Background: an optimization exercise with open tools, aiming at small area, a short achievable clock period and few clock cycles per item. Do not read the settings as production practice.
In this exercise RTL edits were held to simulation tests only and were not proved equivalent to the original.

[flow/constraint.sdc]
create_clock -name core_clock -period 25.0 [get_ports {clk}]
set_input_delay 5.0000 -clock core_clock [delete_from_list [all_inputs] [get_ports {clk}]]
set_output_delay 5.0000 -clock core_clock [all_outputs]
set_load 0.01 [all_outputs]
[flow/run.sh]
#!/bin/bash
# synth_recipe.tcl (not shown) runs the flow's synth.tcl, then flattens the netlist and writes it again
# the make line also repeats each setting of config.mk as NAME=value (left out here)
make -C /OpenROAD-flow-scripts/flow DESIGN_CONFIG=/design/flow/config.mk WORK_HOME=/design/flow/orfs CLKGATE_MAP_FILE= SYNTH_SCRIPT=/design/flow/synth_recipe.tcl finish
[flow/config.mk]
export PLATFORM = sky130hd
export DESIGN_NAME = depth_quant
export DESIGN_NICKNAME = depth_quant
export VERILOG_FILES = /design/flow/design.v
export SDC_FILE = /design/flow/constraint.sdc
export NUM_CORES = 8
export LEC_CHECK = 0
export CAP_MARGIN = 20
export CORE_MARGIN = 2
export CORE_UTILIZATION = 25
export SLEW_MARGIN = 20
[flow/design.v]
module depth_quant (
    input             clk,
    input             rst,
    input             start,
    input      [31:0] n,
    input      [31:0] xform_base,
    input      [31:0] pos_base,
    input      [31:0] keys_base,
    input      [31:0] idx_base,
    output            busy,
    output reg        mem_valid,
    output reg        mem_we,
    output     [31:0] mem_addr,
    output     [31:0] mem_wdata,
    input             mem_ready,
    input      [31:0] mem_rdata
);
    localparam [4:0] S_IDLE = 5'd0,  S_SETUP = 5'd1,
                     S_XF0  = 5'd2,  S_XF1   = 5'd3,  S_XF2 = 5'd4,  S_XF3 = 5'd5,
                     S_P1X  = 5'd6,  S_P1Y   = 5'd7,  S_P1Z = 5'd8,  S_P1W = 5'd9,
                     S_P1E  = 5'd10, S_P1R   = 5'd11,
                     S_FBI  = 5'd12, S_FBS   = 5'd13, S_FBR = 5'd14, S_FBM = 5'd15,
                     S_FBA  = 5'd16, S_FBX   = 5'd17,
                     S_GAP  = 5'd18, S_P2R   = 5'd19, S_P2W = 5'd20,
                     S_SLR  = 5'd21, S_SLD   = 5'd22, S_SLI = 5'd23, S_SLT = 5'd24,
                     S_SLA1 = 5'd25, S_SLA2  = 5'd26, S_SLQ = 5'd27, S_SLW = 5'd28;
    localparam [1:0] W_RAW = 2'd0, W_IDX = 2'd1, W_Q = 2'd2;
    reg [4:0]  st;
    reg [29:0] addr_r;
    reg [1:0]  wsel;
    reg [30:0] nr, c;
    reg [29:0] pp, kp, kb, ip;           
    reg [31:0] m0, m1, m2;
    reg [1:0]  mph;
    reg [31:0] rd;
    reg [47:0] P;
    reg [4:0]  Pd;
    reg        Psg;
    reg [81:0] acc;
    reg        fnan, fpinf, fninf, fbo;
    reg [2:0]  inz;
    reg [4:0]  ix0, ix1, ix2;
    reg [3:0]  lo0, lo1, lo2;
    reg        zv, rv, pend, mmv;
    reg [31:0] rkey, minr, maxr;
    reg [4:0]  wcnt;
    reg [2:0]  done;
    reg        stk, zf, of, fbA, hug, tflag, tsign, fblast;
    reg [1:0]  rmode, fj;
    reg [2:0]  g;
    reg        idxdone, f2, zR, ph2, slowall;
    reg [5:0]  kk;
    reg [32:0] rem;
    reg [4:0]  jc;
    reg [16:0] qr;
    reg        brw, av, bv, cv, dv, amb;
    assign busy      = (st != S_IDLE);
    assign mem_addr  = {addr_r, 2'b00};
    assign mem_wdata = (wsel == W_RAW) ? rkey :
                       (wsel == W_IDX) ? {1'b0, c} : {16'd0, qr[15:0]};
    wire stall = mem_valid & ~mem_ready;
    wire adv   = ~stall;
    wire fire  = mem_valid;              
    wire [7:0]  me = m0[30:23];
    wire [7:0]  ce = rd[30:23];
    wire        m_nan  = (&me) & (|m0[22:0]);
    wire        m_inf  = (&me) & ~(|m0[22:0]);
    wire        m_zero = ~(|m0[30:0]);
    wire        c_nan  = (&ce) & (|rd[22:0]);
    wire        c_inf  = (&ce) & ~(|rd[22:0]);
    wire        c_zero = ~(|rd[30:0]);
    wire        p_nan  = m_nan | c_nan | (m_inf & c_zero) | (c_inf & m_zero);
    wire        p_inf  = ~p_nan & (m_inf | c_inf);
    wire        p_sg   = m0[31] ^ rd[31];
    wire        p_nz   = ~p_nan & ~p_inf & ~m_zero & ~c_zero;
    wire [8:0]  s289   = {1'b0, me[7:1], me[0] | ~(|me)} + {1'b0, ce[7:1], ce[0] | ~(|ce)} + 9'd1;
    wire [4:0]  p_ix   = s289[8:4];
    wire [3:0]  p_lo   = s289[3:0];
    wire        p_inw  = (p_ix == 5'd15) | (p_ix == 5'd16);
    wire [23:0] opA = {ph2 ? m0[23] : (|me), m0[22:0]};
    wire [23:0] opB = {ph2 ? rd[23] : (|ce), rd[22:0]};
    wire [26:0] bx = {2'b00, opB, 1'b0};
    reg  [24:0] bmag;
    reg         bneg;
    reg  [47:0] prod;
    integer bi;
    always @(*) begin
        prod = 48'h555556000000;
        for (bi = 0; bi < 13; bi = bi + 1) begin
            case (bx[2*bi +: 3])
                3'b000, 3'b111:                 bmag = 25'd0;
                3'b001, 3'b010, 3'b101, 3'b110: bmag = {1'b0, opA};
                default:                        bmag = {opA, 1'b0};
            endcase
            bneg = bx[2*bi+2] & ~(bx[2*bi+1] & bx[2*bi]);
            prod = prod + ({22'd0, ~bneg, bmag ^ {25{bneg}}} << (2*bi)) + ({47'd0, bneg} << (2*bi));
        end
    end
    wire [81:0] sh     = {34'd0, P} << Pd;
    wire        acc_ld = (st == S_P1Z);
    wire [81:0] acc_sum = (acc_ld ? 82'd0 : acc) + (Psg ? ~sh : sh) + {81'd0, Psg};
    reg [32:0] rV;
    reg        rh, rs, rovf;
    always @(*) begin
        rovf = 1'b0;
        case (rmode)
            2'd0: begin rV = acc[81:49]; rh = acc[48]; rs = |acc[47:0]; end
            2'd1: begin
                rV = acc[33:1]; rh = acc[0]; rs = stk;
                rovf = ~((&acc[81:33]) | ~(|acc[81:33]));
            end
            default: begin rV = {tflag, tflag, acc[31:1]}; rh = acc[0]; rs = stk; end
        endcase
    end
    wire        rup   = rh & (rs | rV[0]);
    wire [33:0] rsum  = {rV[32], rV} + {33'd0, rup};
    wire        r_shi = ~rsum[33] & (rsum[32] | rsum[31]);
    wire        r_slo = rsum[33] & ~(rsum[32] & rsum[31]);
    reg  [31:0] rnd_key;
    always @(*) begin
        if (fnan | (fpinf & fninf))  rnd_key = 32'd0;
        else if (fpinf)              rnd_key = 32'h7FFF_FFFF;
        else if (fninf)              rnd_key = 32'h8000_0000;
        else if (rmode == 2'd3)      rnd_key = tsign ? 32'h8000_0000 : 32'h7FFF_FFFF;
        else if (rovf)               rnd_key = acc[81] ? 32'h8000_0000 : 32'h7FFF_FFFF;
        else if (r_shi)              rnd_key = 32'h7FFF_FFFF;
        else if (r_slo)              rnd_key = 32'h8000_0000;
        else                         rnd_key = rsum[31:0];
    end
    wire        q2up  = sh[30] & (|sh[29:0]);
    wire        q2amb = ~zR & ((sh[30:24] == 7'b0111111) | (sh[30] & ~(|sh[29:0])));
    wire [15:0] q2    = zR ? 16'd0 : (sh[46:31] + {15'd0, q2up});
    reg  [33:0] dA, dB;
    reg         dsub;
    reg         dbit;
    always @(*) begin
        dbit = (st == S_GAP) ? ({1'b0, jc} + {1'b0, kk} <= 7'd16) : ((jc == 5'd0) & rd[0]);
        dsub = 1'b1;
        dB   = {2'b00, maxr};
        case (st)
            S_SLA1: begin dA = {rem[32], rem}; dB = {2'b00, rd}; end
            S_SLA2: begin dA = {rem[32], rem}; dsub = 1'b0; end
            S_SLQ:  dA = {rem[32:0], 1'b0};
            default: dA = {1'b0, rem[31:0], dbit};
        endcase
    end
    wire [33:0] dres = dA + (dsub ? ~dB : dB) + {33'd0, dsub};
    wire        dge  = ~dres[33];
    reg [31:0] T;
    reg [5:0]  kcalc;
    integer ti;
    always @(*) begin
        T[31] = maxr[31];
        for (ti = 30; ti >= 0; ti = ti - 1) T[ti] = T[ti+1] | maxr[ti];
        kcalc = 6'd0;
        for (ti = 0; ti < 32; ti = ti + 1) if (maxr[ti]) kcalc = ti + 1;
    end
    wire due0 = inz[0] & ~done[0] & ((ix0 == wcnt) | ((wcnt == 5'd18) & (ix0 == 5'd19)));
    wire due1 = inz[1] & ~done[1] & ((ix1 == wcnt) | ((wcnt == 5'd18) & (ix1 == 5'd19)));
    wire due2 = inz[2] & ~done[2] & ((ix2 == wcnt) | ((wcnt == 5'd18) & (ix2 == 5'd19)));
    wire [1:0] duej = due0 ? 2'd0 : due1 ? 2'd1 : 2'd2;
    wire huge_now = (inz[0] & (ix0 >= 5'd20)) | (inz[1] & (ix1 >= 5'd20)) | (inz[2] & (ix2 >= 5'd20));
    wire [4:0] fix = (fj == 2'd0) ? ix0 : (fj == 2'd1) ? ix1 : ix2;
    wire [3:0] flo = (fj == 2'd0) ? lo0 : (fj == 2'd1) ? lo1 : lo2;
    wire fbflag = fbo & ~(fnan | fpinf | fninf);
    wire [30:0] c_inc  = c + 31'd1;
    wire        c_last = (c_inc == nr);
    wire [29:0] kp_inc = kp + 30'd1;
    wire [29:0] ip_inc = ip + 30'd1;
    reg         ab_c;
    reg  [4:0]  aoff;
    wire [29:0] asum = (ab_c ? c[29:0] : pp) + {{25{aoff[4]}}, aoff};
    reg        nv, nwe;
    reg [29:0] na;
    reg [1:0]  nws;
    reg [4:0]  nst;
    always @(*) begin
        nv = 1'b0; nwe = 1'b0; na = asum; nws = W_RAW; nst = st;
        ab_c = 1'b0; aoff = 5'd0;
        case (st)
            S_IDLE:  nst = start ? S_SETUP : S_IDLE;
            S_SETUP: begin
                ab_c = 1'b1; aoff = 5'd2;
                if (nr == 31'd0) nst = S_IDLE;
                else begin nst = S_XF0; nv = 1'b1; end
            end
            S_XF0: begin ab_c = 1'b1; aoff = 5'd6;  nst = S_XF1; nv = 1'b1; end
            S_XF1: begin ab_c = 1'b1; aoff = 5'd10; nst = S_XF2; nv = 1'b1; end
            S_XF2: begin aoff = 5'd0; nst = S_XF3; nv = 1'b1; end
            S_XF3: begin aoff = 5'd1; nst = S_P1Y; nv = 1'b1; end
            S_P1X: begin
                if (fbflag) nst = S_FBI;
                else begin aoff = 5'd1; nst = S_P1Y; nv = 1'b1; end
            end
            S_P1Y: begin aoff = 5'd2; nst = S_P1Z; nv = 1'b1; end
            S_P1Z: begin nst = S_P1W; nv = pend; nwe = 1'b1; na = kp; nws = W_RAW; end
            S_P1W: begin
                aoff = 5'd3;
                if (c_last) nst = S_P1E;
                else begin nst = S_P1X; nv = 1'b1; end
            end
            S_P1E: nst = fbflag ? S_FBI : S_P1R;
            S_P1R: begin nst = S_GAP; nv = 1'b1; nwe = 1'b1; na = kp; nws = W_RAW; end
            S_FBI: nst = S_FBS;
            S_FBS: begin
                aoff = {3'b111, duej} - 5'd3 + 5'd0;
                aoff = {3'd0, duej} + 5'b11101;       
                if ((due0 | due1 | due2) & (mph == duej)) begin nst = S_FBR; nv = 1'b1; end
                else if (~(due0 | due1 | due2) & (wcnt == (fbA ? 5'd31 : 5'd18)) & ~fbA) nst = S_FBX;
                else if (~(due0 | due1 | due2) & (wcnt == 5'd31) & fbA &
                         ~((~(|acc) & zf) | ((&acc) & of))) nst = S_FBX;
            end
            S_FBR: nst = S_FBM;
            S_FBM: nst = S_FBA;
            S_FBA: nst = S_FBS;
            S_FBX: begin
                if (mph == 2'd0) begin
                    if (fblast) begin nst = S_GAP; nv = 1'b1; nwe = 1'b1; na = kp; nws = W_RAW; end
                    else begin aoff = 5'd0; nst = S_P1X; nv = 1'b1; end
                end
            end
            S_GAP: begin
                if (pend & ~(fire & mem_we & (wsel == W_RAW))) begin
                    nv = 1'b1; nwe = 1'b1; na = kp; nws = W_RAW;
                end else if (~(idxdone | (fire & mem_we & (wsel == W_IDX) & c_last))) begin
                    nv = 1'b1; nwe = 1'b1; nws = W_IDX;
                    na = (fire & mem_we & (wsel == W_IDX)) ? ip_inc : ip;
                end else if (g == 3'd4) begin
                    nv = 1'b1; na = kb;
                    nst = (f2 | zR) ? S_P2R : S_SLR;
                end
            end
            S_P2R: begin
                nst = S_P2W;
                nv = dv; nwe = 1'b1; na = ip; nws = W_Q;
                aoff = 5'd1;
            end
            S_P2W: begin
                if (fire & (ip_inc == kp)) nst = S_IDLE;
                else if (cv & q2amb) begin
                    nst = S_SLR; nv = 1'b1; na = fire ? ip_inc : ip;
                end else begin
                    nst = S_P2R; nv = (pp != kp); na = pp;
                end
            end
            S_SLR:  nst = S_SLD;
            S_SLD:  nst = S_SLI;
            S_SLI:  nst = S_SLT;
            S_SLT:  if (jc == 5'd16) nst = S_SLA1;
            S_SLA1: nst = S_SLA2;
            S_SLA2: nst = S_SLQ;
            S_SLQ:  begin nst = S_SLW; nv = 1'b1; nwe = 1'b1; na = ip; nws = W_Q; end
            S_SLW: begin
                if (ip_inc == kp) nst = S_IDLE;
                else if (slowall) begin nst = S_SLR; nv = 1'b1; na = ip_inc; end
                else begin nst = S_P2R; nv = (pp != kp); na = pp; end
            end
            default: nst = S_IDLE;
        endcase
    end
    always @(posedge clk) begin
        if (rst) begin
            st        <= S_IDLE;
            mem_valid <= 1'b0;
        end else if (adv) begin
            st        <= nst;
            mem_valid <= nv;
            mem_we    <= nwe;
            addr_r    <= na;
            wsel      <= nws;
            case (st)
                S_SLI, S_SLT, S_SLA1, S_SLA2, S_SLQ: ;
                S_SLD:  rd <= rd - minr;
                S_P2W:  rd <= av ? rd - minr : mem_rdata;
                default: rd <= mem_rdata;
            endcase
            if (mmv) begin
                if ($signed(rkey) < $signed(minr)) minr <= rkey;
                if ($signed(rkey) > $signed(maxr)) maxr <= rkey;
                mmv <= 1'b0;
            end
            case (st)
                S_IDLE: if (start) begin
                    nr  <= n[30:0];
                    c   <= {1'b0, xform_base[31:2]};
                    pp  <= pos_base[31:2];
                    kp  <= keys_base[31:2];
                    kb  <= keys_base[31:2];
                    ip  <= idx_base[31:2];
                end
                S_SETUP: begin
                    minr  <= 32'h7FFF_FFFF;
                    maxr  <= 32'h8000_0000;
                    ph2   <= 1'b0;
                    zv    <= 1'b0;
                    rv    <= 1'b0;
                    pend  <= 1'b0;
                    mmv   <= 1'b0;
                    fbo   <= 1'b0;
                    fnan  <= 1'b0; fpinf <= 1'b0; fninf <= 1'b0;
                    rmode <= 2'd0;
                    mph   <= 2'd0;
                end
                S_XF1: begin m2 <= rd; m1 <= m2; m0 <= m1; end
                S_XF2: begin m2 <= rd; m1 <= m2; m0 <= m1; c <= 31'd0; end
                S_XF3: begin m2 <= rd; m1 <= m2; m0 <= m1; end
                default: ;
            endcase
            if (st == S_P1Y || st == S_P1Z || st == S_P1W) begin
                P   <= prod;
                Pd  <= {~p_ix[0], p_lo};
                Psg <= p_sg;
                m0 <= m1; m1 <= m2; m2 <= m0;
                mph <= (mph == 2'd2) ? 2'd0 : mph + 2'd1;
                if (st == S_P1Y) begin
                    fnan  <= p_nan;
                    fpinf <= p_inf & ~p_sg;
                    fninf <= p_inf & p_sg;
                    fbo   <= p_nz & ~p_inw;
                    inz[0] <= p_nz; ix0 <= p_ix; lo0 <= p_lo;
                end else begin
                    fnan  <= fnan  | p_nan;
                    fpinf <= fpinf | (p_inf & ~p_sg);
                    fninf <= fninf | (p_inf & p_sg);
                    fbo   <= fbo   | (p_nz & ~p_inw);
                    if (st == S_P1Z) begin inz[1] <= p_nz; ix1 <= p_ix; lo1 <= p_lo; end
                    else             begin inz[2] <= p_nz; ix2 <= p_ix; lo2 <= p_lo; end
                end
            end
            case (st)
                S_P1X, S_P1E: begin
                    if (zv) acc <= acc_sum;
                    rv <= zv;
                    zv <= 1'b0;
                    if (fbflag) begin
                        fblast <= (st == S_P1E);
                        hug    <= huge_now;
                        fbA    <= huge_now;
                        tflag  <= 1'b0;
                    end
                    if (st == S_P1X) pp <= pp;    
                end
                S_P1Y: begin
                    if (rv) begin rkey <= rnd_key; pend <= 1'b1; mmv <= 1'b1; rv <= 1'b0; end
                end
                S_P1Z: acc <= acc_sum;
                S_P1W: begin
                    acc <= acc_sum;
                    zv  <= 1'b1;
                    if (fire) begin pend <= 1'b0; kp <= kp_inc; end
                    c  <= c_inc;
                    pp <= asum;
                end
                S_P1R: begin
                    rkey <= rnd_key; pend <= 1'b1; mmv <= 1'b1; rv <= 1'b0;
                    c <= 31'd0; idxdone <= 1'b0; g <= 3'd0; pp <= kb;
                end
                S_FBI: begin
                    acc <= 82'd0; wcnt <= 5'd0; done <= 3'd0;
                    stk <= 1'b0; zf <= 1'b1; of <= 1'b1;
                end
                S_FBS: begin
                    if (due0 | due1 | due2) begin
                        fj <= duej;
                        if (mph != duej) begin
                            m0 <= m1; m1 <= m2; m2 <= m0;
                            mph <= (mph == 2'd2) ? 2'd0 : mph + 2'd1;
                        end
                    end else if (wcnt == (fbA ? 5'd31 : 5'd18)) begin
                        if (fbA) begin
                            if ((~(|acc) & zf) | ((&acc) & of)) begin
                                tflag <= &acc;
                                fbA   <= 1'b0;
                                acc   <= 82'd0; wcnt <= 5'd0; done <= 3'd0; stk <= 1'b0;
                            end else begin
                                rmode <= 2'd3;
                                tsign <= acc[81];
                            end
                        end else
                            rmode <= hug ? 2'd2 : 2'd1;
                    end else begin
                        acc  <= {{16{acc[81]}}, acc[81:16]};
                        wcnt <= wcnt + 5'd1;
                        if (~fbA) stk <= stk | (|acc[15:0]);
                        if (fbA & (wcnt >= 5'd20)) begin
                            zf <= zf & ~(|acc[15:0]);
                            of <= of & (&acc[15:0]);
                        end
                    end
                end
                S_FBM: begin
                    P   <= prod;
                    Pd  <= {fix[0] ^ wcnt[0], flo};
                    Psg <= p_sg;
                end
                S_FBA: begin
                    acc <= acc_sum;
                    done[fj] <= 1'b1;
                end
                S_FBX: begin
                    if (mph != 2'd0) begin
                        m0 <= m1; m1 <= m2; m2 <= m0;
                        mph <= (mph == 2'd2) ? 2'd0 : mph + 2'd1;
                    end else begin
                        rkey <= rnd_key; pend <= 1'b1; mmv <= 1'b1;
                        rmode <= 2'd0; fbo <= 1'b0;
                        if (fblast) begin
                            c <= 31'd0; idxdone <= 1'b0; g <= 3'd0; pp <= kb;
                        end
                    end
                end
                S_GAP: begin
                    if (fire & mem_we & (wsel == W_RAW)) begin pend <= 1'b0; kp <= kp_inc; end
                    if (fire & mem_we & (wsel == W_IDX)) begin
                        ip <= ip_inc; c <= c_inc;
                        if (c_last) idxdone <= 1'b1;
                    end
                    case (g)
                        3'd0: if (~mmv) g <= 3'd1;
                        3'd1: begin maxr <= maxr - minr; g <= 3'd2; end
                        3'd2: begin
                            kk  <= kcalc;
                            zR  <= (kcalc == 6'd0);
                            f2  <= (kcalc != 6'd0) & (kcalc <= 6'd24);
                            rem <= {1'b0, (T >> 1) & ~(T >> 17)};
                            jc  <= 5'd0;
                            g   <= ((kcalc != 6'd0) & (kcalc <= 6'd24)) ? 3'd3 : 3'd4;
                        end
                        3'd3: begin
                            rem <= dge ? dres[32:0] : dA[32:0];
                            m0  <= {m0[30:0], dge};
                            jc  <= jc + 5'd1;
                            if (jc == 5'd23) g <= 3'd4;
                        end
                        default: ;
                    endcase
                    if (nst != S_GAP) begin
                        ip <= kb; ph2 <= 1'b1;
                        slowall <= ~(f2 | zR);
                        av <= 1'b0; bv <= 1'b0; cv <= 1'b0; dv <= 1'b0; amb <= 1'b0;
                    end
                end
                S_P2R, S_SLR: begin
                    if (bv) begin
                        P   <= prod;
                        Pd  <= 5'd24 - kk[4:0];
                        Psg <= 1'b0;
                        cv  <= 1'b1;
                        bv  <= 1'b0;
                    end
                    if (st == S_P2R) begin
                        if (fire) begin pp <= asum; av <= 1'b1; end
                    end else
                        dv <= 1'b0;
                end
                S_P2W: begin
                    if (fire) begin ip <= ip_inc; dv <= 1'b0; end
                    if (av) begin bv <= 1'b1; av <= 1'b0; end
                    if (cv) begin qr <= {1'b0, q2}; amb <= q2amb; dv <= 1'b1; cv <= 1'b0; end
                end
                S_SLI: begin
                    rem <= {2'b00, rd[31:1]};
                    jc  <= 5'd0;
                    qr  <= 17'd0;
                end
                S_SLT: begin
                    rem <= dge ? dres[32:0] : dA[32:0];
                    qr  <= {qr[15:0], dge};
                    jc  <= jc + 5'd1;
                end
                S_SLA1: begin rem <= dres[32:0]; brw <= dres[33]; end
                S_SLA2: if (brw) rem <= dres[32:0];
                S_SLQ: begin
                    qr <= qr - {16'd0, brw} +
                          {16'd0, (~dres[33] & (|dres)) | (~(|dres) & (qr[0] ^ brw))};
                end
                S_SLW: begin
                    if (fire) ip <= ip_inc;
                end
                default: ;
            endcase
        end
    end
endmodule
==> flow_metrics.tcl <==
set metrics [dict create \
    run_status "finished clean" \
    tightest_slew_ps 1207 \
    die-area_sq_um 311400 \
    drt-pass1-iter-count 9 \
    synth_edf_count 708 \
    grt_pass1_vias 64100 \
    worstHoldPathType "reg2reg" \
    rsz0062_at_grt "false" \
    r2r_cells 39 \
    hold_end "m0[24]" \
    synth_area_per_cell_sq_um 8.767 \
    clkTransAtPathRegs_ps 60 \
    cts-hold-fix-buffers 0 \
    numPortBuffers 251 \
    cp.required_ps 25580 \
    period_minus_slack_ps 11420 \
    yosys_warnings 1 \
    yosysMostFrequentCell "nand2_1" \
    clock_path_buffers 3 \
    drt_iter0_drc 9441 \
    netlist.area_leader.share 0.2771 \
    critical_path_peak_fanout 38 \
    synth-seq-area-share 0.2787 \
    nNetsFinal 9597 \
    endpoint_kind "register" \
    grt_pass1_wl_um 436900 \
    gp_congestion 0.9851 \
    crit_top_cell "a21oi_1" \
    clock_skew_ps 51.61 \
    clk_latency_ps 760 \
    finalSetupViolations 0 \
    cp_slowest_stage_delay_ps 820 \
    r2r_setup_slack_ps 13580 \
    fin_tns_setup_ps 0 \
    grtUsageTotal 0.1852 \
    drt_wl_total_um 299700 \
    cts_resized 0 \
    cts_htree_levels 3 \
    vias 69570 \
    fmax_mhz 87.57 \
    slew_headroom 0.1955 \
    syn_inst 8752 \
    routedWlPerCell_um 23.36 \
    grt_max_degree 149 \
    drv_slew 0 \
    synth_ff_type "edfxtp_1" \
    placed_cell_area_sq_um 83640 \
    post_cts_buffers 0 \
    clock-sinks 714 \
    drtAntennaViolNets 0 \
    io_pins 263 \
    async_reset_ff_frac 0 \
    core_sq_um 305600 \
    drcViolationCount 0 \
    dp_hpwl_um 223900 \
    ys_ff_latch 714 \
    vias_per_cell 5.421 \
    post-route-period-util 0.4568 \
    initial_core_util 0.2511 \
    area.growth.synth_to_final_pct 13.01 \
    reg2reg_from "st[1]" \
    hold_viol 0 \
    synthTopCellsByArea "edfxtp_1 28%, ha_1 8.1%, fa_1 6.7%, xnor2_1 6.3%, nand2_1 4.6%" \
    drive_gt1_frac 0.06696 \
    clock-root-buffer "clkbuf_16" \
    die_h_um 558.0 \
    utilization 0.2838 \
    slowest_stage "o41ai_2" \
    maxCapViolations 0 \
    whs_path_depth 2 \
    antenna_found_initial 15 \
    ys_top_cells_by_count "944 x nand2_1, 708 x edfxtp_1, 604 x nor2_1" \
    cts_tree "yes" \
    r2r_end "qr[15]" \
    stdcell_area_sq_um 86710 \
    synth_top_cell_by_area "edfxtp_1" \
    crit_type "reg2reg" \
    grt-ovfl-total 0 \
    die_x_um 558.0 \
    fp-row-count 203 \
    startpoint_type "register" \
    cp_data_arrival_time_ps 12000 \
    cts-buffers-inserted 91 \
    syn_area_sq_um 76730 \
    min-delay-start "m1[24]" \
    synthDistinctLibCells 105 \
]
-- logic make-up after synthesis --
logic type | Yosys count | synth area share
muxes | 398 | 0.06043
DFF | 714 | 0.2787
xor gates and xnor gates | 882 | 0.1010
other | 1 | 0.00004887
adders and majority gates | 755 | 0.1483
and+or+nand+nor | 2556 | 0.1553
buffers and inverters | 1137 | 0.05680
AOI/OAI and AO/OA | 2309 | 0.1995
-- area by class of cell --
| cell class | instances | area, sq um |
|---|---|---|
| fill | 32440 | 218800 |
| multi-input combinational | 6902 | 51330 |
| sequential | 714 | 21380 |
| tap | 4100 | 5130 |
| timing repair buffer | 444 | 3994 |
| clock buffer | 108 | 2341 |
| inverter | 493 | 1863 |
| clock inverter | 61 | 650.6 |
| antenna | 10 | 25.02 |
-- flip-flops by register name (all words and copies together) (netlist names), 32 cells and up --
signal / count
P: 48
acc: 82
m0: 32
m1: 32
m2: 32
maxr: 32
minr: 32
rd: 32
rem: 33
rkey: 32
-- stage by stage --
step / std cells / setup slack [ps] / hold slack [ps]
after CTS: 12820 / 13690 / 555.1
after detailed placement: 12650 / 13820 / 543.0
after floorplan: 8753 / 10450 / 424.4
final: 12830 / 13580 / 553.6
after global placement: 12650 / 13860 / 534.7
after global routing: 12820 / 12860 / 584.6
-- worst max-delay path: cells and delay by family (launching register included) --
kind / cells / cell delay (ps)
AOI/OAI and AO/OA: 20 / 4800
xor gates and xnor gates: 2 / 320
adders and majority gates: 3 / 1040
buffers and inverters: 3 / 840
DFF: 1 / 300
muxes: 2 / 730
and+or+nand+nor: 9 / 3150
-- placed cells by master, fill, tap and decap left out, types with 63 or more instances in the layout --
cell	instances
nand4_1	106
nand2_1	943
a221o_1	67
nor4_1	85
xnor2_1	546
a22oi_1	192
o22ai_1	103
nor2_1	596
nor3_1	124
nand3_1	161
nor2b_1	70
ha_1	498
fa_1	257
a21o_1	169
xor2_1	329
clkbuf_16	91
nand2b_1	102
a21oi_1	530
buf_4	191
inv_1	479
and2_1	137
clkdlybuf4s50_1	251
a211oi_1	89
o211ai_1	63
o21ai_0	504
mux2i_1	268
a222oi_1	63
mux2_2	88
edfxtp_1	708
-- routing by layer --
layer	track usage	vias to the layer above	part of all wire
li1	-	31560	-
met1	0.2619	33700	0.43
met2	0.2710	3730	0.42
met3	0.03858	572	0.11
met4	0.07626	4	0.046
met5	0	-	0.00012
-- worst max path at each step --
stage | start | endpoint | slack, ps | cells past startpoint
2_1_floorplan | mem_ready | acc[0] | 10450 | 5
3_3_place_gp | st[1] | qr[15] | 13860 | 39
3_5_place_dp | st[1] | qr[15] | 13820 | 39
4_1_cts | st[1] | qr[15] | 13690 | 39
5_1_grt | st[1] | qr[15] | 12860 | 39
6_report | st[1] | qr[15] | 13580 | 39
Testbench counts, summed over its fixed seeds: cycles 19,650, items 2,620.

-- re-timing with driven ports --
Ports are ideal in the flow. The routed layout listed here was re-timed in OpenROAD. Step 1 (the two cells are an assumption about what drives the block):
set clk [get_ports {clk}]
set_driving_cell -lib_cell sky130_fd_sc_hd__clkbuf_16 $clk
set_driving_cell -lib_cell sky130_fd_sc_hd__buf_2 [delete_from_list [all_inputs] $clk]
Step 2, shift: input delay + t, output delay - t, t = (earliest + latest rising clock arrival at the registers) / 2. This alone moves slack from input paths to output paths. Slacks: ideal / step 1 / step 2; pairs: ideal / step 1.
t, ns: 0.828
setup slack, ns: 13.581 / 13.581 / 13.581
worst setup path at the end: register to register
latest minus earliest clock arrival (ns): 0.056 / 0.056
worst slew at a driven data input, ns: 0.17
After both steps setup and hold are still met in this run. The setup slack of this run moves by 0.000 ns with the drivers and by 0.000 ns with both steps.
